Background: an optimization exercise with open tools, aiming at small area, a short achievable clock period and few clock cycles. Do not read the settings as production practice.
Only simulation tests tie the RTL to the original design; equivalence was not proved.
Power is estimated from default activity; no workload was simulated.

==> design.v <==
module g2p_poly (
    input  wire        clk,
    input  wire        rst,         
    input  wire        cmd_valid,
    input  wire [31:0] cmd,
    input  wire [63:0] opa,
    input  wire [63:0] opb,
    output wire        cmd_ready,
    output reg         done,
    output reg  [3:0]  code,
    output reg         none,
    output reg  [63:0] res_lo,
    output reg  [63:0] res_hi
);
    localparam [3:0] C_OK       = 4'd0;
    localparam [3:0] C_ILLEGAL  = 4'd1;
    localparam [3:0] C_CONTRACT = 4'd9;
    localparam [2:0] S_IDLE = 3'd0;
    localparam [2:0] S_MUL  = 3'd1;
    localparam [2:0] S_RSET = 3'd2;
    localparam [2:0] S_REM  = 3'd3;
    localparam [2:0] S_IRR  = 3'd4;
    localparam [2:0] S_RDN  = 3'd5;
    function [6:0] mu_tab;
        input [6:0] t;
        begin
            case (t)
                7'd0: mu_tab = 7'h00;
                7'd1: mu_tab = 7'h01;
                7'd2: mu_tab = 7'h02;
                7'd3: mu_tab = 7'h03;
                7'd4: mu_tab = 7'h04;
                7'd5: mu_tab = 7'h05;
                7'd6: mu_tab = 7'h06;
                7'd7: mu_tab = 7'h07;
                7'd8: mu_tab = 7'h08;
                7'd9: mu_tab = 7'h09;
                7'd10: mu_tab = 7'h0a;
                7'd11: mu_tab = 7'h0b;
                7'd12: mu_tab = 7'h0c;
                7'd13: mu_tab = 7'h0d;
                7'd14: mu_tab = 7'h0e;
                7'd15: mu_tab = 7'h0f;
                7'd16: mu_tab = 7'h12;
                7'd17: mu_tab = 7'h13;
                7'd18: mu_tab = 7'h10;
                7'd19: mu_tab = 7'h11;
                7'd20: mu_tab = 7'h16;
                7'd21: mu_tab = 7'h17;
                7'd22: mu_tab = 7'h14;
                7'd23: mu_tab = 7'h15;
                7'd24: mu_tab = 7'h1a;
                7'd25: mu_tab = 7'h1b;
                7'd26: mu_tab = 7'h18;
                7'd27: mu_tab = 7'h19;
                7'd28: mu_tab = 7'h1e;
                7'd29: mu_tab = 7'h1f;
                7'd30: mu_tab = 7'h1c;
                7'd31: mu_tab = 7'h1d;
                7'd32: mu_tab = 7'h2a;
                7'd33: mu_tab = 7'h2b;
                7'd34: mu_tab = 7'h28;
                7'd35: mu_tab = 7'h29;
                7'd36: mu_tab = 7'h2e;
                7'd37: mu_tab = 7'h2f;
                7'd38: mu_tab = 7'h2c;
                7'd39: mu_tab = 7'h2d;
                7'd40: mu_tab = 7'h22;
                7'd41: mu_tab = 7'h23;
                7'd42: mu_tab = 7'h20;
                7'd43: mu_tab = 7'h21;
                7'd44: mu_tab = 7'h26;
                7'd45: mu_tab = 7'h27;
                7'd46: mu_tab = 7'h24;
                7'd47: mu_tab = 7'h25;
                7'd48: mu_tab = 7'h39;
                7'd49: mu_tab = 7'h38;
                7'd50: mu_tab = 7'h3b;
                7'd51: mu_tab = 7'h3a;
                7'd52: mu_tab = 7'h3d;
                7'd53: mu_tab = 7'h3c;
                7'd54: mu_tab = 7'h3f;
                7'd55: mu_tab = 7'h3e;
                7'd56: mu_tab = 7'h31;
                7'd57: mu_tab = 7'h30;
                7'd58: mu_tab = 7'h33;
                7'd59: mu_tab = 7'h32;
                7'd60: mu_tab = 7'h35;
                7'd61: mu_tab = 7'h34;
                7'd62: mu_tab = 7'h37;
                7'd63: mu_tab = 7'h36;
                7'd64: mu_tab = 7'h7f;
                7'd65: mu_tab = 7'h7e;
                7'd66: mu_tab = 7'h7d;
                7'd67: mu_tab = 7'h7c;
                7'd68: mu_tab = 7'h7a;
                7'd69: mu_tab = 7'h7b;
                7'd70: mu_tab = 7'h78;
                7'd71: mu_tab = 7'h79;
                7'd72: mu_tab = 7'h75;
                7'd73: mu_tab = 7'h74;
                7'd74: mu_tab = 7'h77;
                7'd75: mu_tab = 7'h76;
                7'd76: mu_tab = 7'h70;
                7'd77: mu_tab = 7'h71;
                7'd78: mu_tab = 7'h72;
                7'd79: mu_tab = 7'h73;
                7'd80: mu_tab = 7'h69;
                7'd81: mu_tab = 7'h68;
                7'd82: mu_tab = 7'h6b;
                7'd83: mu_tab = 7'h6a;
                7'd84: mu_tab = 7'h6c;
                7'd85: mu_tab = 7'h6d;
                7'd86: mu_tab = 7'h6e;
                7'd87: mu_tab = 7'h6f;
                7'd88: mu_tab = 7'h63;
                7'd89: mu_tab = 7'h62;
                7'd90: mu_tab = 7'h61;
                7'd91: mu_tab = 7'h60;
                7'd92: mu_tab = 7'h66;
                7'd93: mu_tab = 7'h67;
                7'd94: mu_tab = 7'h64;
                7'd95: mu_tab = 7'h65;
                7'd96: mu_tab = 7'h5b;
                7'd97: mu_tab = 7'h5a;
                7'd98: mu_tab = 7'h59;
                7'd99: mu_tab = 7'h58;
                7'd100: mu_tab = 7'h5e;
                7'd101: mu_tab = 7'h5f;
                7'd102: mu_tab = 7'h5c;
                7'd103: mu_tab = 7'h5d;
                7'd104: mu_tab = 7'h51;
                7'd105: mu_tab = 7'h50;
                7'd106: mu_tab = 7'h53;
                7'd107: mu_tab = 7'h52;
                7'd108: mu_tab = 7'h54;
                7'd109: mu_tab = 7'h55;
                7'd110: mu_tab = 7'h56;
                7'd111: mu_tab = 7'h57;
                7'd112: mu_tab = 7'h4c;
                7'd113: mu_tab = 7'h4d;
                7'd114: mu_tab = 7'h4e;
                7'd115: mu_tab = 7'h4f;
                7'd116: mu_tab = 7'h49;
                7'd117: mu_tab = 7'h48;
                7'd118: mu_tab = 7'h4b;
                7'd119: mu_tab = 7'h4a;
                7'd120: mu_tab = 7'h46;
                7'd121: mu_tab = 7'h47;
                7'd122: mu_tab = 7'h44;
                7'd123: mu_tab = 7'h45;
                7'd124: mu_tab = 7'h43;
                7'd125: mu_tab = 7'h42;
                7'd126: mu_tab = 7'h41;
                7'd127: mu_tab = 7'h40;
                default: mu_tab = 7'h00;
            endcase
        end
    endfunction
    function [7:0] irr_rom;
        input [6:0] i;
        begin
            case (i)
                7'd0: irr_rom = 8'hc0;
                7'd1: irr_rom = 8'h60;
                7'd2: irr_rom = 8'ha0;
                7'd3: irr_rom = 8'h30;
                7'd4: irr_rom = 8'h90;
                7'd5: irr_rom = 8'hf0;
                7'd6: irr_rom = 8'h28;
                7'd7: irr_rom = 8'h48;
                7'd8: irr_rom = 8'h78;
                7'd9: irr_rom = 8'hb8;
                7'd10: irr_rom = 8'hd8;
                7'd11: irr_rom = 8'he8;
                7'd12: irr_rom = 8'h0c;
                7'd13: irr_rom = 8'h24;
                7'd14: irr_rom = 8'h5c;
                7'd15: irr_rom = 8'h6c;
                7'd16: irr_rom = 8'h84;
                7'd17: irr_rom = 8'h9c;
                7'd18: irr_rom = 8'hb4;
                7'd19: irr_rom = 8'hcc;
                7'd20: irr_rom = 8'hd4;
                7'd21: irr_rom = 8'h06;
                7'd22: irr_rom = 8'h12;
                7'd23: irr_rom = 8'h1e;
                7'd24: irr_rom = 8'h22;
                7'd25: irr_rom = 8'h3a;
                7'd26: irr_rom = 8'h4e;
                7'd27: irr_rom = 8'h56;
                7'd28: irr_rom = 8'h72;
                7'd29: irr_rom = 8'h7e;
                7'd30: irr_rom = 8'h82;
                7'd31: irr_rom = 8'h96;
                7'd32: irr_rom = 8'ha6;
                7'd33: irr_rom = 8'haa;
                7'd34: irr_rom = 8'hca;
                7'd35: irr_rom = 8'hde;
                7'd36: irr_rom = 8'he2;
                7'd37: irr_rom = 8'hee;
                7'd38: irr_rom = 8'hfa;
                7'd39: irr_rom = 8'h1b;
                7'd40: irr_rom = 8'h1d;
                7'd41: irr_rom = 8'h2b;
                7'd42: irr_rom = 8'h2d;
                7'd43: irr_rom = 8'h39;
                7'd44: irr_rom = 8'h3f;
                7'd45: irr_rom = 8'h4d;
                7'd46: irr_rom = 8'h5f;
                7'd47: irr_rom = 8'h63;
                7'd48: irr_rom = 8'h65;
                7'd49: irr_rom = 8'h69;
                7'd50: irr_rom = 8'h71;
                7'd51: irr_rom = 8'h77;
                7'd52: irr_rom = 8'h7b;
                7'd53: irr_rom = 8'h87;
                7'd54: irr_rom = 8'h8b;
                7'd55: irr_rom = 8'h8d;
                7'd56: irr_rom = 8'h9f;
                7'd57: irr_rom = 8'ha3;
                7'd58: irr_rom = 8'ha9;
                7'd59: irr_rom = 8'hb1;
                7'd60: irr_rom = 8'hbd;
                7'd61: irr_rom = 8'hc3;
                7'd62: irr_rom = 8'hcf;
                7'd63: irr_rom = 8'hd7;
                7'd64: irr_rom = 8'hdd;
                7'd65: irr_rom = 8'he7;
                7'd66: irr_rom = 8'hf3;
                7'd67: irr_rom = 8'hf5;
                7'd68: irr_rom = 8'hf9;
                default: irr_rom = 8'h00;
            endcase
        end
    endfunction
    function [6:0] irr_last;
        input [3:0] h;
        begin
            case (h)
                4'd2: irr_last = 7'd0;
                4'd3: irr_last = 7'd2;
                4'd4: irr_last = 7'd5;
                4'd5: irr_last = 7'd11;
                4'd6: irr_last = 7'd20;
                4'd7: irr_last = 7'd38;
                4'd8: irr_last = 7'd68;
                default: irr_last = 7'd0;
            endcase
        end
    endfunction
    function [11:0] prem_tab;
        input       ge;
        input [2:0] za;
        input [2:0] zb;
        begin
            case ({ge, za, zb})
                7'd0: prem_tab = {4'd15, 4'd0, 4'd0};
                7'd1: prem_tab = {4'd0, 4'd0, 4'd0};
                7'd2: prem_tab = {4'd1, 4'd0, 4'd0};
                7'd3: prem_tab = {4'd2, 4'd0, 4'd0};
                7'd4: prem_tab = {4'd3, 4'd0, 4'd0};
                7'd5: prem_tab = {4'd4, 4'd0, 4'd0};
                7'd6: prem_tab = {4'd5, 4'd0, 4'd0};
                7'd7: prem_tab = {4'd6, 4'd0, 4'd0};
                7'd8: prem_tab = {4'd14, 4'd15, 4'd1};
                7'd9: prem_tab = {4'd15, 4'd15, 4'd1};
                7'd10: prem_tab = {4'd0, 4'd15, 4'd1};
                7'd11: prem_tab = {4'd1, 4'd15, 4'd1};
                7'd12: prem_tab = {4'd2, 4'd15, 4'd1};
                7'd13: prem_tab = {4'd3, 4'd15, 4'd1};
                7'd14: prem_tab = {4'd4, 4'd15, 4'd1};
                7'd15: prem_tab = {4'd5, 4'd15, 4'd1};
                7'd16: prem_tab = {4'd13, 4'd14, 4'd2};
                7'd17: prem_tab = {4'd14, 4'd14, 4'd2};
                7'd18: prem_tab = {4'd15, 4'd14, 4'd2};
                7'd19: prem_tab = {4'd0, 4'd14, 4'd2};
                7'd20: prem_tab = {4'd1, 4'd14, 4'd2};
                7'd21: prem_tab = {4'd2, 4'd14, 4'd2};
                7'd22: prem_tab = {4'd3, 4'd14, 4'd2};
                7'd23: prem_tab = {4'd4, 4'd14, 4'd2};
                7'd24: prem_tab = {4'd12, 4'd13, 4'd3};
                7'd25: prem_tab = {4'd13, 4'd13, 4'd3};
                7'd26: prem_tab = {4'd14, 4'd13, 4'd3};
                7'd27: prem_tab = {4'd15, 4'd13, 4'd3};
                7'd28: prem_tab = {4'd0, 4'd13, 4'd3};
                7'd29: prem_tab = {4'd1, 4'd13, 4'd3};
                7'd30: prem_tab = {4'd2, 4'd13, 4'd3};
                7'd31: prem_tab = {4'd3, 4'd13, 4'd3};
                7'd32: prem_tab = {4'd11, 4'd12, 4'd4};
                7'd33: prem_tab = {4'd12, 4'd12, 4'd4};
                7'd34: prem_tab = {4'd13, 4'd12, 4'd4};
                7'd35: prem_tab = {4'd14, 4'd12, 4'd4};
                7'd36: prem_tab = {4'd15, 4'd12, 4'd4};
                7'd37: prem_tab = {4'd0, 4'd12, 4'd4};
                7'd38: prem_tab = {4'd1, 4'd12, 4'd4};
                7'd39: prem_tab = {4'd2, 4'd12, 4'd4};
                7'd40: prem_tab = {4'd10, 4'd11, 4'd5};
                7'd41: prem_tab = {4'd11, 4'd11, 4'd5};
                7'd42: prem_tab = {4'd12, 4'd11, 4'd5};
                7'd43: prem_tab = {4'd13, 4'd11, 4'd5};
                7'd44: prem_tab = {4'd14, 4'd11, 4'd5};
                7'd45: prem_tab = {4'd15, 4'd11, 4'd5};
                7'd46: prem_tab = {4'd0, 4'd11, 4'd5};
                7'd47: prem_tab = {4'd1, 4'd11, 4'd5};
                7'd48: prem_tab = {4'd9, 4'd10, 4'd6};
                7'd49: prem_tab = {4'd10, 4'd10, 4'd6};
                7'd50: prem_tab = {4'd11, 4'd10, 4'd6};
                7'd51: prem_tab = {4'd12, 4'd10, 4'd6};
                7'd52: prem_tab = {4'd13, 4'd10, 4'd6};
                7'd53: prem_tab = {4'd14, 4'd10, 4'd6};
                7'd54: prem_tab = {4'd15, 4'd10, 4'd6};
                7'd55: prem_tab = {4'd0, 4'd10, 4'd6};
                7'd56: prem_tab = {4'd8, 4'd9, 4'd7};
                7'd57: prem_tab = {4'd9, 4'd9, 4'd7};
                7'd58: prem_tab = {4'd10, 4'd9, 4'd7};
                7'd59: prem_tab = {4'd11, 4'd9, 4'd7};
                7'd60: prem_tab = {4'd12, 4'd9, 4'd7};
                7'd61: prem_tab = {4'd13, 4'd9, 4'd7};
                7'd62: prem_tab = {4'd14, 4'd9, 4'd7};
                7'd63: prem_tab = {4'd15, 4'd9, 4'd7};
                7'd64: prem_tab = {4'd0, 4'd1, 4'd7};
                7'd65: prem_tab = {4'd1, 4'd1, 4'd7};
                7'd66: prem_tab = {4'd2, 4'd1, 4'd7};
                7'd67: prem_tab = {4'd3, 4'd1, 4'd7};
                7'd68: prem_tab = {4'd4, 4'd1, 4'd7};
                7'd69: prem_tab = {4'd5, 4'd1, 4'd7};
                7'd70: prem_tab = {4'd6, 4'd1, 4'd7};
                7'd71: prem_tab = {4'd7, 4'd1, 4'd7};
                7'd72: prem_tab = {4'd15, 4'd0, 4'd0};
                7'd73: prem_tab = {4'd0, 4'd0, 4'd0};
                7'd74: prem_tab = {4'd1, 4'd0, 4'd0};
                7'd75: prem_tab = {4'd2, 4'd0, 4'd0};
                7'd76: prem_tab = {4'd3, 4'd0, 4'd0};
                7'd77: prem_tab = {4'd4, 4'd0, 4'd0};
                7'd78: prem_tab = {4'd5, 4'd0, 4'd0};
                7'd79: prem_tab = {4'd6, 4'd0, 4'd0};
                7'd80: prem_tab = {4'd14, 4'd15, 4'd1};
                7'd81: prem_tab = {4'd15, 4'd15, 4'd1};
                7'd82: prem_tab = {4'd0, 4'd15, 4'd1};
                7'd83: prem_tab = {4'd1, 4'd15, 4'd1};
                7'd84: prem_tab = {4'd2, 4'd15, 4'd1};
                7'd85: prem_tab = {4'd3, 4'd15, 4'd1};
                7'd86: prem_tab = {4'd4, 4'd15, 4'd1};
                7'd87: prem_tab = {4'd5, 4'd15, 4'd1};
                7'd88: prem_tab = {4'd13, 4'd14, 4'd2};
                7'd89: prem_tab = {4'd14, 4'd14, 4'd2};
                7'd90: prem_tab = {4'd15, 4'd14, 4'd2};
                7'd91: prem_tab = {4'd0, 4'd14, 4'd2};
                7'd92: prem_tab = {4'd1, 4'd14, 4'd2};
                7'd93: prem_tab = {4'd2, 4'd14, 4'd2};
                7'd94: prem_tab = {4'd3, 4'd14, 4'd2};
                7'd95: prem_tab = {4'd4, 4'd14, 4'd2};
                7'd96: prem_tab = {4'd12, 4'd13, 4'd3};
                7'd97: prem_tab = {4'd13, 4'd13, 4'd3};
                7'd98: prem_tab = {4'd14, 4'd13, 4'd3};
                7'd99: prem_tab = {4'd15, 4'd13, 4'd3};
                7'd100: prem_tab = {4'd0, 4'd13, 4'd3};
                7'd101: prem_tab = {4'd1, 4'd13, 4'd3};
                7'd102: prem_tab = {4'd2, 4'd13, 4'd3};
                7'd103: prem_tab = {4'd3, 4'd13, 4'd3};
                7'd104: prem_tab = {4'd11, 4'd12, 4'd4};
                7'd105: prem_tab = {4'd12, 4'd12, 4'd4};
                7'd106: prem_tab = {4'd13, 4'd12, 4'd4};
                7'd107: prem_tab = {4'd14, 4'd12, 4'd4};
                7'd108: prem_tab = {4'd15, 4'd12, 4'd4};
                7'd109: prem_tab = {4'd0, 4'd12, 4'd4};
                7'd110: prem_tab = {4'd1, 4'd12, 4'd4};
                7'd111: prem_tab = {4'd2, 4'd12, 4'd4};
                7'd112: prem_tab = {4'd10, 4'd11, 4'd5};
                7'd113: prem_tab = {4'd11, 4'd11, 4'd5};
                7'd114: prem_tab = {4'd12, 4'd11, 4'd5};
                7'd115: prem_tab = {4'd13, 4'd11, 4'd5};
                7'd116: prem_tab = {4'd14, 4'd11, 4'd5};
                7'd117: prem_tab = {4'd15, 4'd11, 4'd5};
                7'd118: prem_tab = {4'd0, 4'd11, 4'd5};
                7'd119: prem_tab = {4'd1, 4'd11, 4'd5};
                7'd120: prem_tab = {4'd9, 4'd10, 4'd6};
                7'd121: prem_tab = {4'd10, 4'd10, 4'd6};
                7'd122: prem_tab = {4'd11, 4'd10, 4'd6};
                7'd123: prem_tab = {4'd12, 4'd10, 4'd6};
                7'd124: prem_tab = {4'd13, 4'd10, 4'd6};
                7'd125: prem_tab = {4'd14, 4'd10, 4'd6};
                7'd126: prem_tab = {4'd15, 4'd10, 4'd6};
                7'd127: prem_tab = {4'd0, 4'd10, 4'd6};
                default: prem_tab = 12'd0;
            endcase
        end
    endfunction
    function [5:0] deg64;
        input [63:0] v;
        integer i;
        begin
            deg64 = 6'd0;
            for (i = 0; i < 64; i = i + 1)
                if (v[i]) deg64 = i[5:0];
        end
    endfunction
    function [3:0] lzb64;
        input [63:0] v;
        reg [7:0] nz;
        integer i;
        begin
            for (i = 0; i < 8; i = i + 1)
                nz[i] = |v[8*i +: 8];
            casez (nz)
                8'b1???????: lzb64 = 4'd0;
                8'b01??????: lzb64 = 4'd1;
                8'b001?????: lzb64 = 4'd2;
                8'b0001????: lzb64 = 4'd3;
                8'b00001???: lzb64 = 4'd4;
                8'b000001??: lzb64 = 4'd5;
                8'b0000001?: lzb64 = 4'd6;
                8'b00000001: lzb64 = 4'd7;
                default:     lzb64 = 4'd8;
            endcase
        end
    endfunction
    function [7:0] lead8;
        input [63:0] v;
        integer i;
        reg seen;
        begin
            seen  = 1'b0;
            lead8 = 8'd0;
            for (i = 7; i >= 0; i = i - 1) begin
                if (!seen) lead8 = v[8*i +: 8];
                seen = seen | (v[8*i +: 8] != 8'd0);
            end
        end
    endfunction
    function [2:0] deg8;
        input [7:0] b;
        integer i;
        begin
            deg8 = 3'd0;
            for (i = 0; i < 8; i = i + 1)
                if (b[i]) deg8 = i[2:0];
        end
    endfunction
    function [2:0] neg3;
        input [2:0] x;
        begin
            case (x)
                3'd0: neg3 = 3'd0;
                3'd1: neg3 = 3'd7;
                3'd2: neg3 = 3'd6;
                3'd3: neg3 = 3'd5;
                3'd4: neg3 = 3'd4;
                3'd5: neg3 = 3'd3;
                3'd6: neg3 = 3'd2;
                default: neg3 = 3'd1;
            endcase
        end
    endfunction
    function ult4;
        input [3:0] x;
        input [3:0] y;
        integer i;
        reg eq;
        begin
            ult4 = 1'b0;
            eq   = 1'b1;
            for (i = 3; i >= 0; i = i - 1) begin
                ult4 = ult4 | (eq & ~x[i] & y[i]);
                eq   = eq & ~(x[i] ^ y[i]);
            end
        end
    endfunction
    function [63:0] smear;
        input [63:0] v;
        integer i, k;
        reg [63:0] t;
        begin
            t = v;
            for (k = 1; k < 64; k = k * 2)
                for (i = 0; i < 64; i = i + 1)
                    if (i + k < 64) t[i] = t[i] | t[i+k];
            smear = t;
        end
    endfunction
    function [70:0] clmul8;
        input [63:0] a;
        input [7:0]  c;
        integer i;
        begin
            clmul8 = 71'd0;
            for (i = 0; i < 8; i = i + 1)
                if (c[i]) clmul8 = clmul8 ^ ({7'd0, a} << i);
        end
    endfunction
    function [63:0] rolb;
        input [63:0] v;
        input [2:0]  k;
        reg [63:0] t;
        begin
            t    = k[0] ? {v[55:0], v[63:56]} : v;
            t    = k[1] ? {t[47:0], t[63:48]} : t;
            rolb = k[2] ? {t[31:0], t[63:32]} : t;
        end
    endfunction
    reg [2:0]   state;
    assign cmd_ready = (state == S_IDLE);
    reg [63:0]  A;         
    reg [63:0]  B;         
    reg [3:0]   cnt;       
    reg [3:0]   bi;        
    reg [2:0]   tq;        
    reg [2:0]   jb;        
    reg [2:0]   jneg;      
    reg [3:0]   cm;        
    reg [2:0]   ta_r;      
    reg [2:0]   za_r;      
    reg [6:0]   mu;        
    reg [14:0]  aw;        
    reg [7:0]   win;       
    reg [6:0]   pidx;
    reg [6:0]   plast;
    reg [7:0]   p1_f;
    reg         p1_v, p1_l;
    reg [7:0]   p2_d;
    reg [7:0]   p2_f;
    reg         p2_v, p2_l;
    reg         p3_h, p3_e;    
    wire        is_deg = (cmd == 32'h1);
    wire        is_add = (cmd == 32'h2);
    wire        is_mul = (cmd == 32'h3);
    wire        is_rem = (cmd == 32'h4);
    wire        is_irr = (cmd == 32'h5);
    wire [3:0]  za     = lzb64(opa);
    wire [3:0]  zb     = lzb64(opb);
    wire        a_zero = za[3];
    wire        b_zero = zb[3];
    wire [2:0]  ta     = deg8(lead8(opa));
    wire [2:0]  tb     = deg8(lead8(opb));
    wire [5:0]  da_in  = {~za[2:0], ta};      
    wire        swap   = ult4(zb, za);
    wire [3:0]  zm     = swap ? za : zb;
    wire        rem_small = |(opb & ~smear(opa));
    wire        irr_big   = (opa[63:17] != 47'd0);
    wire        irr_le1   = (opa[63:2] == 62'd0);
    wire        irr_le3   = (opa[63:4] == 60'd0);
    wire        irr_odd   = ^opa[16:0];
    wire [6:0]  irr_lst   = irr_last(da_in[4:1]);
    wire        irr_imm   = irr_le1 | ~opa[0] | ~irr_odd | irr_le3;
    wire        res_we    = is_deg | is_add | is_mul | (is_rem & ~b_zero) |
                            (is_irr & ~irr_big);
    wire [11:0] ptab  = prem_tab(~ult4({1'b0, ta_r}, {1'b0, tq}), za_r, jb);
    wire [3:0]  cmc   = ptab[7:4];
    wire [63:0] lmask = cmc[3] ? {64{1'b1}} : ({64{1'b1}} >> {cmc[2:0], 3'b000});
    wire        in_idle = (state == S_IDLE);
    wire        rdn     = (state == S_RDN);
    wire [63:0] rot = rolb(in_idle ? opb : (rdn ? res_lo : B),
                           in_idle ? zb[2:0] : (rdn ? jneg : ptab[2:0]));
    wire [63:0] lo0   = rot & lmask;
    wire [14:0] w0v   = lo0[62:48] >> tq;
    wire [21:0] awv   = A[62:41] >> tq;
    wire        remst = (state == S_REM);
    wire [14:0] qprod = clmul8({8'd0, 1'b1, mu[6:0]} , win);
    wire [7:0]  q     = qprod[14:7];
    wire [7:0]  bsl   = B[{bi[2:0], 3'b000} +: 8];
    wire [7:0]  bbyte = bi[3] ? 8'd0 : bsl;
    wire [7:0]  chunk = remst ? q : bbyte;
    wire [7:0]  sin   = remst ? bbyte : 8'd0;
    wire [70:0] prod  = clmul8(A, chunk);
    wire [127:0] acc_n = {res_hi[55:0], res_lo, sin} ^ {57'd0, prod};
    wire [14:0] f1v   = res_lo[54:40] >> tq;
    reg  [7:0]  pw;
    integer     ii, jj;
    always @(*) begin
        for (jj = 0; jj < 8; jj = jj + 1) begin
            pw[7-jj] = 1'b0;
            for (ii = 0; ii < 8; ii = ii + 1)
                pw[7-jj] = pw[7-jj] ^ (q[ii] & aw[14-jj-ii]);
        end
    end
    wire [7:0]  win_n = f1v[7:0] ^ pw;
    reg [24:0]  s1;
    reg [15:0]  s2;
    integer     pp;
    always @(*) begin
        s1 = {A[16:0], 8'd0};
        for (pp = 24; pp >= 16; pp = pp - 1)
            if (s1[pp]) s1 = s1 ^ ({16'd0, 1'b1, p1_f} << (pp - 8));
        s2 = {p2_d, 8'd0};
        for (pp = 15; pp >= 8; pp = pp - 1)
            if (s2[pp]) s2 = s2 ^ ({7'd0, 1'b1, p2_f} << (pp - 8));
    end
    wire        p_zero = (s2[7:0] == 8'd0);
    always @(posedge clk) begin
        if (rst) begin
            state  <= S_IDLE;
            done   <= 1'b0;
            code   <= C_OK;
            none   <= 1'b0;
            res_lo <= 64'd0;
            res_hi <= 64'd0;
        end else begin
            done <= 1'b0;
            case (state)
                S_IDLE: begin
                    if (cmd_valid) begin
                        A     <= is_rem ? rot : ((is_mul & swap) ? opb : opa);
                        B     <= (is_mul & ~swap) ? opb : opa;
                        jb    <= zb[2:0];
                        jneg  <= neg3(zb[2:0]);
                        tq    <= tb;
                        ta_r  <= ta;
                        za_r  <= za[2:0];
                        cnt   <= {1'b0, ~zm[2:0]};
                        bi    <= {1'b0, ~zm[2:0]};
                        pidx  <= 7'd1;
                        plast <= irr_lst;
                        p1_f  <= irr_rom(7'd0);
                        p1_v  <= 1'b1;
                        p1_l  <= (irr_lst == 7'd0);
                        p2_v  <= 1'b0;
                        p3_e  <= 1'b0;
                        if (res_we) begin
                            res_lo <= is_mul ? 64'd0 :
                                      is_deg ? {58'd0, a_zero ? 6'd0 : da_in} :
                                      is_add ? (opa ^ opb) :
                                      is_irr ? {63'd0, irr_le1 ? opa[1] : (opa[0] & irr_odd)} :
                                      opa;
                            res_hi <= 64'd0;
                        end
                        if (is_deg | is_add) begin
                            done <= 1'b1;
                            code <= C_OK;
                            none <= is_deg & a_zero;
                        end else if (is_mul) begin
                            if (zm == 4'd8) begin
                                done <= 1'b1;
                                code <= C_OK;
                                none <= 1'b0;
                            end else begin
                                state <= S_MUL;
                            end
                        end else if (is_rem) begin
                            if (b_zero) begin
                                done <= 1'b1;
                                code <= C_CONTRACT;
                            end else if (rem_small) begin
                                done <= 1'b1;
                                code <= C_OK;
                                none <= 1'b0;
                            end else begin
                                state <= S_RSET;
                            end
                        end else if (is_irr) begin
                            if (irr_big) begin
                                done <= 1'b1;
                                code <= C_CONTRACT;
                            end else if (irr_imm) begin
                                done <= 1'b1;
                                code <= C_OK;
                                none <= 1'b0;
                            end else begin
                                state <= S_IRR;
                            end
                        end else begin
                            done <= 1'b1;
                            code <= C_ILLEGAL;
                        end
                    end
                end
                S_MUL: begin
                    {res_hi, res_lo} <= acc_n;
                    cnt <= cnt - 4'd1;
                    bi  <= bi - 4'd1;
                    if (cnt == 4'd0) begin
                        done  <= 1'b1;
                        code  <= C_OK;
                        none  <= 1'b0;
                        state <= S_IDLE;
                    end
                end
                S_RSET: begin
                    res_lo <= lo0;
                    cm     <= cmc;
                    cnt    <= ptab[11:8];
                    bi     <= cmc - 4'd1;
                    aw     <= awv[14:0];
                    mu     <= mu_tab(awv[14:8]);
                    win    <= w0v[7:0];
                    state  <= S_REM;
                end
                S_REM: begin
                    {res_hi, res_lo} <= acc_n;
                    win <= win_n;
                    cnt <= cnt - 4'd1;
                    bi  <= bi - 4'd1;
                    if (cnt == 4'd0) begin
                        if (jb == 3'd0) begin
                            done  <= 1'b1;
                            code  <= C_OK;
                            none  <= 1'b0;
                            state <= S_IDLE;
                        end else begin
                            state <= S_RDN;
                        end
                    end
                end
                S_RDN: begin
                    res_lo <= rot;
                    done   <= 1'b1;
                    code   <= C_OK;
                    none   <= 1'b0;
                    state  <= S_IDLE;
                end
                S_IRR: begin
                    pidx <= pidx + 7'd1;
                    p1_f <= irr_rom(pidx);
                    p1_v <= p1_v & ~p1_l;
                    p1_l <= (pidx == plast);
                    p2_d <= s1[15:8];
                    p2_f <= p1_f;
                    p2_v <= p1_v;
                    p2_l <= p1_l;
                    p3_h   <= p2_v & p_zero;
                    p3_e   <= p2_v & (p_zero | p2_l);
                    res_lo <= {63'd0, ~p3_h};
                    res_hi <= 64'd0;
                    if (p3_e) begin
                        done   <= 1'b1;
                        code   <= C_OK;
                        none   <= 1'b0;
                        state  <= S_IDLE;
                    end
                end
                default: state <= S_IDLE;
            endcase
        end
    end
endmodule
==> flow/run.sh <==
#!/bin/bash
# Layout flow: the standard flow (standard.sh) with its synthesis
# unchanged; the only difference is that the port buffers the placer inserts
# are buf_2 cells rather than the resizer's default pick (clkdlybuf4s50_1,
# which is larger and slower). Each step's full output goes to a log here.
set -euo pipefail
bash standard.sh synth > synth.log 2>&1
BUFFER_PORTS_ARGS="-buffer_cell sky130_fd_sc_hd__buf_2" bash standard.sh finish > layout.log 2>&1
==> standard.sh <==
#!/bin/bash
# synth_recipe.tcl (not shown) runs the flow's synth.tcl, then flattens the netlist and writes it again
# the make line also repeats each setting of config.mk as NAME=value (left out here)
make -C /OpenROAD-flow-scripts/flow DESIGN_CONFIG=/design/flow/config.mk WORK_HOME=/design/flow/orfs CLKGATE_MAP_FILE= SYNTH_SCRIPT=/design/flow/synth_recipe.tcl "${@:-finish}"
==> config.mk <==
export PLATFORM = sky130hd
export DESIGN_NAME = g2p_poly
export DESIGN_NICKNAME = g2p_poly
export VERILOG_FILES = /design/flow/design.v
export SDC_FILE = /design/flow/constraint.sdc
export NUM_CORES = 4
export LEC_CHECK = 0
export CAP_MARGIN = 20
export CORE_MARGIN = 2
export CORE_UTILIZATION = 40
export SETUP_SLACK_MARGIN = 3.25
export SLEW_MARGIN = 20
==> constraint.sdc <==
create_clock -name core_clock -period 8.0 [get_ports {clk}]
set_input_delay 1.6000 -clock core_clock [delete_from_list [all_inputs] [get_ports {clk}]]
set_output_delay 1.6000 -clock core_clock [all_outputs]
set_load 0.01 [all_outputs]
==> flow_summary.ini, run 1 <==
[power_and_ir_drop]
p_leak_nw = 16.04
switching_share_pct = 33.78
power_density_mw_per_mm2 = 138.4
comb_power_share_pct = 27.5
clkPwrFrac_pct = 36.0
power_frac_seq_pct = 36.5
ir_drop_mv = 0.1404
p_sw_mw = 1.984
internal_power_mw = 3.889

[critical_path]
setup.worst_path.end_class = flop
crit_chain = buf_8 > or4_4 > nand4bb_4 > nor4_4 > buf_6 > buf_4 > nand2_1 > ha_1 > a21oi_4 > and3_4 > buf_4 > nand2_1 > o21ai_1
startpoint = opb[34]
endpoint = B[7]$_DFFE_PP_
path_max_fanout = 19
reg2reg_to = res_lo[4]$_SDFFE_PP0P_
r2r_start = bi[0]$_DFFE_PP_
cp.arrival_ns = 5.16
crit_buf_inv = 4
regToRegSetupSlack_ns = 3.21
critPathTopFamily = simple AND/OR/NAND/NOR gates
cp-start-kind = primary input
crit_type = in2reg
crit_slowest_cell = or4_4
required_ns = 8.36
r2r_cells = 14
critPathMaxStageDelay_ns = 0.53
cp.depth = 13

[logic_synthesis]
synth_top_cell_by_area = edfxtp_1
synth_top_family_by_area = simple AND/OR/NAND/NOR gates
synth_mux_area_share_pct = 7.992
synth-simple-area-share_pct = 22.70
yosysMostFrequentCell = nand2_1
synth_cells = 4903
synthArstFlopShare_pct = 0
synthXorXnorAreaFrac_pct = 19.42
synth_edf_count = 224
synth-seq-cells = 367
synth_commonest_cells = 1263 x nand2_1, 570 x xnor2_1, 415 x nor2_1
synth-main-ff-cell = edfxtp_1
yosysWarnings = 1
synth_top_cell_area_share_pct = 18.36
syn_avg_cell_area_um2 = 7.471
yosysSeqAreaShare_pct = 26.18
synthesis.area_mm2 = 0.03663
synth_cell_types = 103
synthAdderAreaFrac_pct = 1.318
synth_compound_area_share_pct = 17.19
synthTopCellsByArea = edfxtp_1 18%, xnor2_1 14%, nand2_1 13%, dfxtp_1 7.8%, xor2_1 4.9%

[sta]
fmax_mhz = 208.4
post-route-period-util_pct = 59.98
skew_ns = 0.02125
final_hold_viol_count = 0
worst_pin_slew_ns = 1.314
maxSlewHeadroom_pct = 12.39
whs_ns = 0.4494
setup_tns_ns = 0
slew_violations = 0
fin_crit_ns = 4.799
rsz0062_at_grt = yes
finalSetupViolations = 0

[cts]
path_clk_slew_ns = 0.06
cts-root-buf = clkbuf_16
cts_buffer_depth = 3
cts_num_sinks = 367
htree_levels = 2
clock_latency_ns = 0.62
cts_tree = done
tritoncts.num_buffers = 44

[drt]
ant_nets = 0
drc = 0
drt_pass1_iterations = 9
drt_wl_total_mm = 182.6
drt_iter0_drc = 6142
via_count = 39063
viasPerCell = 6.237
wl_per_cell_um = 29.16

[grt]
overflow = 0
busiest_layer = met2
grt_pass1_vias = 35141
use_met1_pct = 51.73
grt_use_total_pct = 37.14
use_met3_pct = 12.31
antenna_found_initial = 2
grt_max_degree = 81
grt_pass1_wl_mm = 256.1
met2_usage_pct = 51.86

[place]
gp_congestion = 1.051
hpwl_mm = 133.7
io_buffers = 295
place_inst = 6056

[status]
status = no timing/DRC/antenna violations

[floorplanning]
fp.dieW_um = 306.6
core_area_mm2 = 0.09042
rows = 110
chipHeight_um = 306.6
pin_count = 298
die_area_mm2 = 0.09402
start_util_pct = 40.51

[job]
max-cap-violations = 0

[hold_path]
hold_path_startpoint = p1_l$_DFFE_PP_
worstHoldPathType = reg2reg

[finish]
layout-drive-gt1-share_pct = 16.13
nets = 5250
fillCellCount = 9148
finalNonFillerCells = 6263
areaGrowthSynthToFinish_pct = 15.86
logic make-up after synthesis:
group                      count (synthesis)
adders and majority gates                 39
buffers and inverters                    467
and+or+nand+nor                         1994
other                                      1
muxes                                    245
AOI/OAI and AO/OA                       1000
xor gates and xnor gates                 790
DFF                                      367
cell type report:
class,count,area [µm²],share of cell area (%)
clock inverters,20,181.4,0.4275
multi-input cells,4078,26290,61.93
inverters,73,280.3,0.6603
repair inverters,1,5.005,0.01179
repair buffers,485,3336,7.859
well taps,1176,1471,3.467
diodes,2,5.005,0.01179
clock buffers,61,1289,3.036
flip-flops and latches,367,9590,22.60
stage by stage:
step	total power, mW	setup slack (ns)	utilization, %	area (µm²)
floorplan	3.135	2.928	-	36850
global placement	3.632	1.270	43.02	38900
detailed placement	3.631	1.249	43.03	38910
CTS	5.751	3.181	45.91	41510
global route	6.018	3.175	46.93	42440
finish	5.873	3.201	46.94	42440
layout by cell type (no fill, tap or decap), drive strengths merged, types with 11 or more instances in the layout:
cell type,instances
nand2,1264
xnor2,570
buf,480
nor2,417
a21oi,254
o21ai,241
edfxtp,224
xor2,206
dfxtp,143
mux2i,143
a31oi,119
a22oi,77
mux2,77
inv,74
clkbuf,64
a211oi,63
o22ai,55
nor3,51
and3,49
nand3,46
ha,37
nor4,30
mux4,29
nand2b,22
o211ai,19
a21o,19
a221oi,18
nor2b,17
and2,16
a32oi,16
or2,16
or3,15
clkinv,15
nor3b,13
o311ai,12
xnor3,11
power by group through the flow:
| stage | clock network [mW] | registers [mW] | logic [mW] |
|---|---|---|---|
| after CTS | 2.12 | 2.14 | 1.49 |
| after floorplan | 0 | 2.12 | 1.01 |
| after detailed placement | 0 | 2.19 | 1.45 |
| after global routing | 2.18 | 2.15 | 1.69 |
| after global placement | 0 | 2.19 | 1.45 |
| final | 2.11 | 2.15 | 1.61 |
registers in the layout (all words and copies together), names as in the netlist, 14 cells and up, named ones only:
name and count:
aw 14, res_hi 64, A 64, res_lo 64, B 64
timing repair:
item | in CTS | in global routing
endpoints found under the hold margin | 0 | 0
setup endpoints to repair | 289 | 199
pin swaps | 31 | 29
gates resized for setup | 101 | 107
gates cloned | 12 | 2
hold buffers | 0 | 0
buffers inserted | 57 | 53
worst min path at each step:
stage	end	slack (ns)	depth (start not counted)
after detailed placement	p2_l$_DFFE_PP_	0.44	0
after CTS	p2_l$_DFFE_PP_	0.45	0
after global routing	p2_l$_DFFE_PP_	0.48	0
after global placement	code[3]$_SDFFE_PP0P_	0.44	2
final	p2_l$_DFFE_PP_	0.45	0
after floorplan	p2_l$_DFFE_PP_	0.42	0
metal layers:
layer	part of all wire, %	routed length, µm
met5	0.0055	10
met2	40	72950
met1	40	73470
met3	14	26400
met4	5.4	9778
worst register-to-register path, delay by kind of cell, from the launching register on:
family,cells,cell delay (ns)
AOI/OAI and AO/OA,3,0.71
xor gates and xnor gates,3,0.97
buffers and inverters,2,0.73
DFF,1,0.36
muxes,2,0.71
and+or+nand+nor,4,1.19
Testbench counts, summed over its fixed seeds: cycles 16,465.
==> run 2: changes to the inputs <==
==> flow/run.sh (replaced) <==
#!/bin/bash
# Layout flow: the standard flow (standard.sh) with its synthesis
# unchanged; the only difference is that the port buffers the placer inserts
# are buf_1 cells rather than the resizer's default pick (clkdlybuf4s50_1,
# which is larger and slower). Each step's full output goes to a log here.
set -euo pipefail
bash standard.sh synth > synth.log 2>&1
BUFFER_PORTS_ARGS="-buffer_cell sky130_fd_sc_hd__buf_1" bash standard.sh finish > layout.log 2>&1
--- a/config.mk
+++ b/config.mk
@@ -7,6 +7,6 @@
 export LEC_CHECK = 0
 export CAP_MARGIN = 20
 export CORE_MARGIN = 2
-export CORE_UTILIZATION = 40
-export SETUP_SLACK_MARGIN = 3.25
+export CORE_UTILIZATION = 55
+export SETUP_SLACK_MARGIN = 3.5
 export SLEW_MARGIN = 20
==> run 2 against run 1 <==
Compared with the run above: via count is 6.8% higher; clock skew is 0.019 ns higher; highest routed layer unchanged; largest power group unchanged; sequential share of layout area is 1.2 points lower; setup slack worse by 0.034 ns; wire length is 0.15% higher; register-to-register slack better by 0.02 ns; first-iteration DRC count is 32% higher; area after synthesis stayed put; final cell count is 2.6% lower.
==> flow_summary.ini, run 2 <==
[status]
status = no timing/DRC/antenna violations

[logic_synthesis]
yosysMostFrequentCell = nand2_1
yosysWarnings = 1
synth_commonest_cells = 1263 x nand2_1, 570 x xnor2_1, 415 x nor2_1
synth-seq-cells = 367
synth_cells = 4903
synth_top_cell_by_area = edfxtp_1
synthArstFlopShare_pct = 0
syn_avg_cell_area_um2 = 7.471
synth_top_cell_area_share_pct = 18.36
synth_cell_types = 103
synthesis.area_mm2 = 0.03663
synthTopCellsByArea = edfxtp_1 18%, xnor2_1 14%, nand2_1 13%, dfxtp_1 7.8%, xor2_1 4.9%
synth-main-ff-cell = edfxtp_1
synth_edf_count = 224
yosysSeqAreaShare_pct = 26.18

[floorplanning]
start_util_pct = 55.62
die_area_mm2 = 0.06869
fp.dieW_um = 262.1
rows = 94
core_area_mm2 = 0.06586
pin_count = 298
chipHeight_um = 262.1

[grt]
grt_pass1_wl_mm = 248.6
grt_max_degree = 151
antenna_found_initial = 9
grt_use_total_pct = 49.57
grt_pass1_vias = 35851
overflow = 0

[power_and_ir_drop]
p_leak_nw = 16.39
total_power_mw = 5.962
ir_drop_mv = 0.1286
power_density_mw_per_mm2 = 133.0

[critical_path]
required_ns = 8.35
setup.worst_path.end_class = flop
crit_type = in2reg
cp-start-kind = primary input
r2r_cells = 14
cp.arrival_ns = 5.18
path_max_fanout = 6

[sta]
final_hold_viol_count = 0
slew_violations = 0
maxSlewHeadroom_pct = 14.18
fin_ws_ns = 3.168
post-route-period-util_pct = 60.40
finalSetupViolations = 0
setup_tns_ns = 0
worst_pin_slew_ns = 1.287
fin_crit_ns = 4.832
skew_ns = 0.04031
rsz0062_at_grt = yes
fmax_mhz = 206.9

[hold_path]
worstHoldPathType = reg2reg
whs_path_depth = 0

[cts]
cts_tree = done
cts_buffer_depth = 3
tritoncts.num_buffers = 44
htree_levels = 2
cts_num_sinks = 367
cts-root-buf = clkbuf_16
clock_latency_ns = 0.64
path_clk_slew_ns = 0.07

[drt]
ant_nets = 0
drt_wl_total_mm = 182.9
via_count = 41713
drc = 0
drt_iter0_drc = 8088
viasPerCell = 6.839
wl_per_cell_um = 29.99
drt_pass1_iterations = 14

[finish]
final_cell_mix = 1177 x nand2_1, 559 x xnor2_1, 395 x nor2_1
areaGrowthSynthToFinish_pct = 22.42
layout-drive-gt1-share_pct = 17.85
fillCellCount = 5557
nets = 5392
final_common_cell = nand2_1

[place]
hpwl_mm = 125.8
gp_congestion = 1.066
io_buffers = 295
dp_slack_ns = 1.627

[job]
max-cap-violations = 0
==> run 2: final cells by class <==
class | count | area [µm²] | area share (%)
multi-input cells | 4088 | 27810 | 62.01
repair buffers | 617 | 4581 | 10.21
well taps | 864 | 1081 | 2.411
repair inverters | 1 | 5.005 | 0.01116
clock buffers | 58 | 1257 | 2.804
inverters | 73 | 281.5 | 0.6278
clock inverters | 24 | 221.5 | 0.4938
flip-flops and latches | 367 | 9590 | 21.39
diodes | 7 | 17.52 | 0.03906
==> run 2: critical path: stages <==
cell and delay (ns):
buf_12 0.10, or4_4 0.53, or3_4 0.37, nor4_4 0.31, buf_6 0.16, nand2b_4 0.07
nor2_4 0.15, or2_4 0.27, buf_6 0.13, buf_6 0.10, buf_12 0.11, buf_4 0.11
nand2_1 0.06, o21ai_2 0.14, mux2_2 0.26, mux2i_2 0.09, a32oi_2 0.32, a2bb2oi_1 0.19
o21ai_1 0.08
==> run 2: metal layers <==
| metal | track usage, % | part of all wire (%) | vias to the layer above |
|---|---|---|---|
| li1 | - | - | 17449 |
| met1 | 65.67 | 36 | 19571 |
| met2 | 66.17 | 38 | 3798 |
| met3 | 22.42 | 17 | 881 |
| met4 | 27.06 | 7.8 | 14 |
| met5 | 3.125 | 0.16 | - |
==> run 2: path summary, 6_finish.rpt <==
path | from | end | slack [ns]
setup reg to reg | tq[0]$_SDFFCE_PP1P_ | win[6]$_DFFE_PP_ | 3.23
hold reg to reg | p1_l$_DFFE_PP_ | p2_l$_DFFE_PP_ | 0.45
hold / removal | p1_l$_DFFE_PP_ | p2_l$_DFFE_PP_ | 0.45
setup / recovery | opb[63] | win[2]$_DFFE_PP_ | 3.17
==> run 2: cell families (layout without fill, tap and decap cells) <==
logic type	after synthesis	in the layout	synth area share [%]
multiplexers	245	248	7.992
XOR/XNOR	790	790	19.42
adder cells (fa/ha/maj)	39	39	1.318
other	1	9	0.01024
AND/OR/NAND/NOR	1994	2009	22.70
flip-flops	367	367	26.18
AO/OA/AOI/OAI	1000	1000	17.19
buffers and inverters	467	773	5.192
==> run 2: what timing repair did <==
action                                  CTS  global route
resized for setup                       243           333
pin swaps                                60           111
setup buffers                           117           100
cloned                                   22            14
hold buffers                              0             0
endpoints found under the setup margin  297           289
==> run 2: where the power goes <==
group          switching [mW]  internal, mW
Sequential             0.0764          2.07
Combinational            1.05         0.647
Clock                   0.937          1.18
Total                    2.06          3.90
==> run 2: metrics by stage <==
step	cell area (µm²)	instances	hold WS, ns	util (%)
after global routing	44830	6094	0.4651	68.07
after global placement	38400	5756	0.4337	58.30
final	44850	6099	0.4493	68.09
after detailed placement	38400	5756	0.4309	58.31
after floorplan	37240	4904	0.4207	-
after CTS	42170	5977	0.4493	64.03
==> run 3: changes to the inputs <==
--- a/design.v
+++ b/design.v
@@ -479,6 +479,25 @@
             smear = t;
         end
     endfunction
+    function [7:0] smear8;
+        input [7:0] b;
+        integer i;
+        begin
+            smear8[7] = b[7];
+            for (i = 6; i >= 0; i = i - 1)
+                smear8[i] = smear8[i+1] | b[i];
+        end
+    endfunction
+    function [7:0] nzsm;
+        input [63:0] v;
+        reg [7:0] nz;
+        integer i;
+        begin
+            for (i = 0; i < 8; i = i + 1)
+                nz[i] = |v[8*i +: 8];
+            nzsm = smear8(nz);
+        end
+    endfunction
     function [70:0] clmul8;
         input [63:0] a;
         input [7:0]  c;
@@ -509,7 +528,7 @@
     reg [2:0]   jb;        
     reg [2:0]   jneg;      
     reg [3:0]   cm;        
-    reg [2:0]   ta_r;      
+    reg         ge_r;      
     reg [2:0]   za_r;      
     reg [6:0]   mu;        
     reg [14:0]  aw;        
@@ -534,7 +553,10 @@
     wire [2:0]  ta     = deg8(lead8(opa));
     wire [2:0]  tb     = deg8(lead8(opb));
     wire [5:0]  da_in  = {~za[2:0], ta};      
-    wire        swap   = ult4(zb, za);
+    wire [7:0]  ga     = nzsm(opa);
+    wire [7:0]  gb     = nzsm(opb);
+    wire        swap   = |(gb & ~ga);
+    wire        ge_in  = ~|(smear8(lead8(opb)) & ~smear8(lead8(opa)));
     wire [3:0]  zm     = swap ? za : zb;
     wire        rem_small = |(opb & ~smear(opa));
     wire        irr_big   = (opa[63:17] != 47'd0);
@@ -545,8 +567,8 @@
     wire        irr_imm   = irr_le1 | ~opa[0] | ~irr_odd | irr_le3;
     wire        res_we    = is_deg | is_add | is_mul | (is_rem & ~b_zero) |
                             (is_irr & ~irr_big);
-    wire [11:0] ptab  = prem_tab(~ult4({1'b0, ta_r}, {1'b0, tq}), za_r, jb);
-    wire [3:0]  cmc   = ptab[7:4];
+    wire [3:0]  cmc   = {3'd0, ge_r} - {1'b0, za_r};
+    wire [11:0] ptab  = {{1'b0, jb} + cmc - 4'd1, cmc, 1'b0, 3'd0 - cmc[2:0]};
     wire [63:0] lmask = cmc[3] ? {64{1'b1}} : ({64{1'b1}} >> {cmc[2:0], 3'b000});
     wire        in_idle = (state == S_IDLE);
     wire        rdn     = (state == S_RDN);
@@ -605,7 +627,7 @@
                         jb    <= zb[2:0];
                         jneg  <= neg3(zb[2:0]);
                         tq    <= tb;
-                        ta_r  <= ta;
+                        ge_r  <= ge_in;
                         za_r  <= za[2:0];
                         cnt   <= {1'b0, ~zm[2:0]};
                         bi    <= {1'b0, ~zm[2:0]};
==> run 3 against run 2 <==
Compared with the run above: sequential cell count shrank 2; utilization shrank 1.4 points; global-route usage shrank 3.0 points; sequential power is essentially flat.
==> flow_summary.ini, run 3 <==
[status]
status = no timing/DRC/antenna violations

[sta]
fin_crit_ns = 4.818
setup_tns_ns = 0
slew_violations = 0
fmax_mhz = 207.5
maxSlewHeadroom_pct = 15.49
rsz0062_at_grt = yes
final_hold_viol_count = 0
skew_ns = 0.03641
post-route-period-util_pct = 60.23
finalSetupViolations = 0
worst_pin_slew_ns = 1.265

[cts]
tritoncts.num_buffers = 44
path_clk_slew_ns = 0.07
cts_buffer_depth = 3
cts_tree = done
cts_num_sinks = 365
clock_latency_ns = 0.62
cts-root-buf = clkbuf_16
htree_levels = 2

[power_and_ir_drop]
ir_drop_mv = 0.1407
power_density_mw_per_mm2 = 133.3
p_leak_nw = 15.81
total_power_mw = 5.874

[grt]
overflow = 0
antenna_found_initial = 5
grt_use_total_pct = 46.61
grt_pass1_wl_mm = 240.3
grt_max_degree = 149
grt_pass1_vias = 35129

[critical_path]
endpoint = res_lo[50]$_SDFFE_PP0P_
critPathTopFamily = simple AND/OR/NAND/NOR gates
r2r_cells = 22
required_ns = 8.51
startpoint = opb[40]
crit_type = in2reg
crit_slowest_cell = mux4_2
r2r_start = ge_r$_DFFE_PP_
cp.arrival_ns = 5.32
critPathMaxStageDelay_ns = 0.58
regToRegSetupSlack_ns = 3.41
crit_chain = buf_2 > or4_4 > nor2_4 > and4b_2 > nand2_2 > and3b_2 > o21ai_4 > buf_6 > buf_12 > mux2_4 > mux4_2 > buf_4 > buf_6 > buf_6 > o22ai_4 > a21oi_2 > a211oi_2
reg2reg_to = win[5]$_DFFE_PP_
setup.worst_path.end_class = flop
cp.depth = 17
path_max_fanout = 7
cp-start-kind = primary input
critPathMostFrequentCell = buf_6
crit_buf_inv = 6

[floorplanning]
chipHeight_um = 262.9
fp.dieW_um = 262.9
die_area_mm2 = 0.06912
pin_count = 298
core_area_mm2 = 0.06610
rows = 94
start_util_pct = 55.78

[logic_synthesis]
synthTopCellsByArea = edfxtp_1 18%, xnor2_1 13%, nand2_1 11%, dfxtp_1 7.8%, xor2_1 5.0%
synth_top_cell_area_share_pct = 18.08
synth_commonest_cells = 1044 x nand2_1, 561 x xnor2_1, 351 x nor2_1
synth_top_cell_by_area = edfxtp_1
synth_cells = 4713
synth_cell_types = 109
synth-main-ff-cell = edfxtp_1
synthArstFlopShare_pct = 0
synth_edf_count = 222
yosysSeqAreaShare_pct = 25.84
synthesis.area_mm2 = 0.03687
syn_avg_cell_area_um2 = 7.823
yosysMostFrequentCell = nand2_1
yosysWarnings = 1
synth-seq-cells = 365

[finish]
final_cell_mix = 1022 x nand2_1, 546 x xnor2_1, 341 x nor2_1
multi_input_area_mm2 = 0.02749
fillCellCount = 5594
finalNonFillerCells = 5861
seq_area_mm2 = 0.009529
design_area_mm2 = 0.04405
layout-drive-gt1-share_pct = 17.53
areaGrowthSynthToFinish_pct = 19.48
nets = 5154
final_common_cell = nand2_1

[drt]
drc = 0
via_count = 39655
drt_wl_total_mm = 170.9
drt_pass1_iterations = 7
wl_per_cell_um = 29.15
drt_iter0_drc = 6377
ant_nets = 0
viasPerCell = 6.766

[hold_path]
worstHoldPathType = reg2reg

[place]
place_inst = 5577
hpwl_mm = 122.6
dpl_cell_area_mm2 = 0.03853
gp_congestion = 1.058
io_buffers = 295

[job]
max-cap-violations = 0
==> run 3: changes by cell type in the layout (fill, tap and decap cells not counted), sizes merged, moves of 26 or more <==
cell and delta:
nand2 -220, a31oi -98, a211oi +88, o21ai -73, nor2 -66, buf -48
a21oi +34, a22o +34, mux4 +29, and3 -27, and2 +26, inv +26
==> run 3: stage by stage <==
| step | util, % | hold slack, ns | setup WS, ns |
|---|---|---|---|
| global route | 66.63 | 0.4747 | 3.129 |
| finish | 66.65 | 0.4573 | 3.182 |
| floorplan | - | 0.4206 | 1.993 |
| CTS | 63.62 | 0.4573 | 3.254 |
| detailed placement | 58.30 | 0.4480 | 1.360 |
| global placement | 58.30 | 0.4434 | 1.388 |
==> run 3: worst min-delay path by stage <==
stage	depth (start not counted)	endpoint	start
6_report	2	code[0]$_SDFFE_PP0P_	code[0]$_SDFFE_PP0P_
5_1_grt	2	code[3]$_SDFFE_PP0P_	code[3]$_SDFFE_PP0P_
4_1_cts	2	code[0]$_SDFFE_PP0P_	code[0]$_SDFFE_PP0P_
3_5_place_dp	2	code[0]$_SDFFE_PP0P_	code[0]$_SDFFE_PP0P_
3_3_place_gp	2	code[3]$_SDFFE_PP0P_	code[3]$_SDFFE_PP0P_
2_1_floorplan	0	p2_f[7]$_DFFE_PP_	p1_f[7]$_SDFFCE_PN1P_
==> run 3: kinds of logic (layout without fill, tap and decap cells) <==
| group | after synthesis | count (layout) | synth area share [%] |
|---|---|---|---|
| xor gates and xnor gates | 783 | 785 | 19.01 |
| and+or+nand+nor | 1700 | 1704 | 19.40 |
| AOI/OAI and AO/OA | 1050 | 1051 | 18.90 |
| buffers and inverters | 483 | 753 | 5.301 |
| muxes | 295 | 295 | 10.30 |
| other | 1 | 8 | 0.01017 |
| DFF | 365 | 365 | 25.84 |
| adders and majority gates | 36 | 36 | 1.242 |
==> run 3: what timing repair did <==
| item | in CTS | in global routing |
|---|---|---|
| buffers inserted | 93 | 87 |
| endpoints found under the setup margin | 292 | 287 |
| hold buffers | 0 | 0 |
| cloned | 11 | 5 |
| pin swaps | 35 | 82 |
| resized for setup | 241 | 269 |
==> run 3: area by class of cell <==
cell class,count,share of cell area (%)
sequential,365,21.63
antenna,6,0.03408
multi-input combinational,3873,62.41
clock buffer,63,3.101
inverter,98,0.8606
clock inverter,19,0.4402
timing repair buffer,573,9.072
tap,864,2.454
==> run 3: where the power goes <==
| group | switching [mW] | internal [mW] |
|---|---|---|
| logic | 0.977 | 0.602 |
| registers | 0.0653 | 2.05 |
| clock network | 0.908 | 1.27 |
==> run 3: metal layers <==
layer,track usage [%],share of wire (%)
met1,59.89,36
met2,66.08,41
met3,16.25,15
met4,30.52,8.6
met5,0.6930,0.037
==> run 3: worst register-to-register path: cells and delay by family, from the launching register on <==
family | cells | cell delay [ns]
flip-flops | 1 | 0.39
AND/OR/NAND/NOR | 2 | 0.22
multiplexers | 1 | 0.27
AO/OA/AOI/OAI | 8 | 1.55
adder cells (fa/ha/maj) | 4 | 1.01
buffers and inverters | 7 | 0.84
Testbench counts of run 3, summed over its fixed seeds: cycles 16,465.

[separate check: timing with driven ports]
The results above use ideal ports. As a check the final layouts listed here were re-extracted and re-timed, cells and wires unchanged. Step 1: set_driving_cell puts a clkbuf_16 on clk and a buf_2 on each other input, an assumption about the parent block. Step 2 times the ports against the registers' clock, not the clock port: input delays grow and output delays shrink by t, the midpoint of the rising clock arrivals with the driver on. Slacks: ideal / step 1 / step 2; pairs: ideal / step 1.
run | t, ns | slack for setup (ns) | clock arrival spread, ns | slew at the worst register clock pin (ns) | pins driven straight from the clock port
run 1 | 0.682 | 3.201 / 3.213 / 2.550 | 0.021 / 0.022 | 0.07 / 0.07 | 1
run 2 | 0.689 | 3.168 / 3.189 / 2.500 | 0.040 / 0.040 | 0.07 / 0.07 | 1
run 3 | 0.678 | 3.182 / 3.223 / 2.545 | 0.037 / 0.036 | 0.07 / 0.07 | 1
After both steps every run listed still meets setup and hold. For run 2, which loses most, drivers alone change the setup slack by +0.021 ns; drivers and shift together by -0.668 ns.
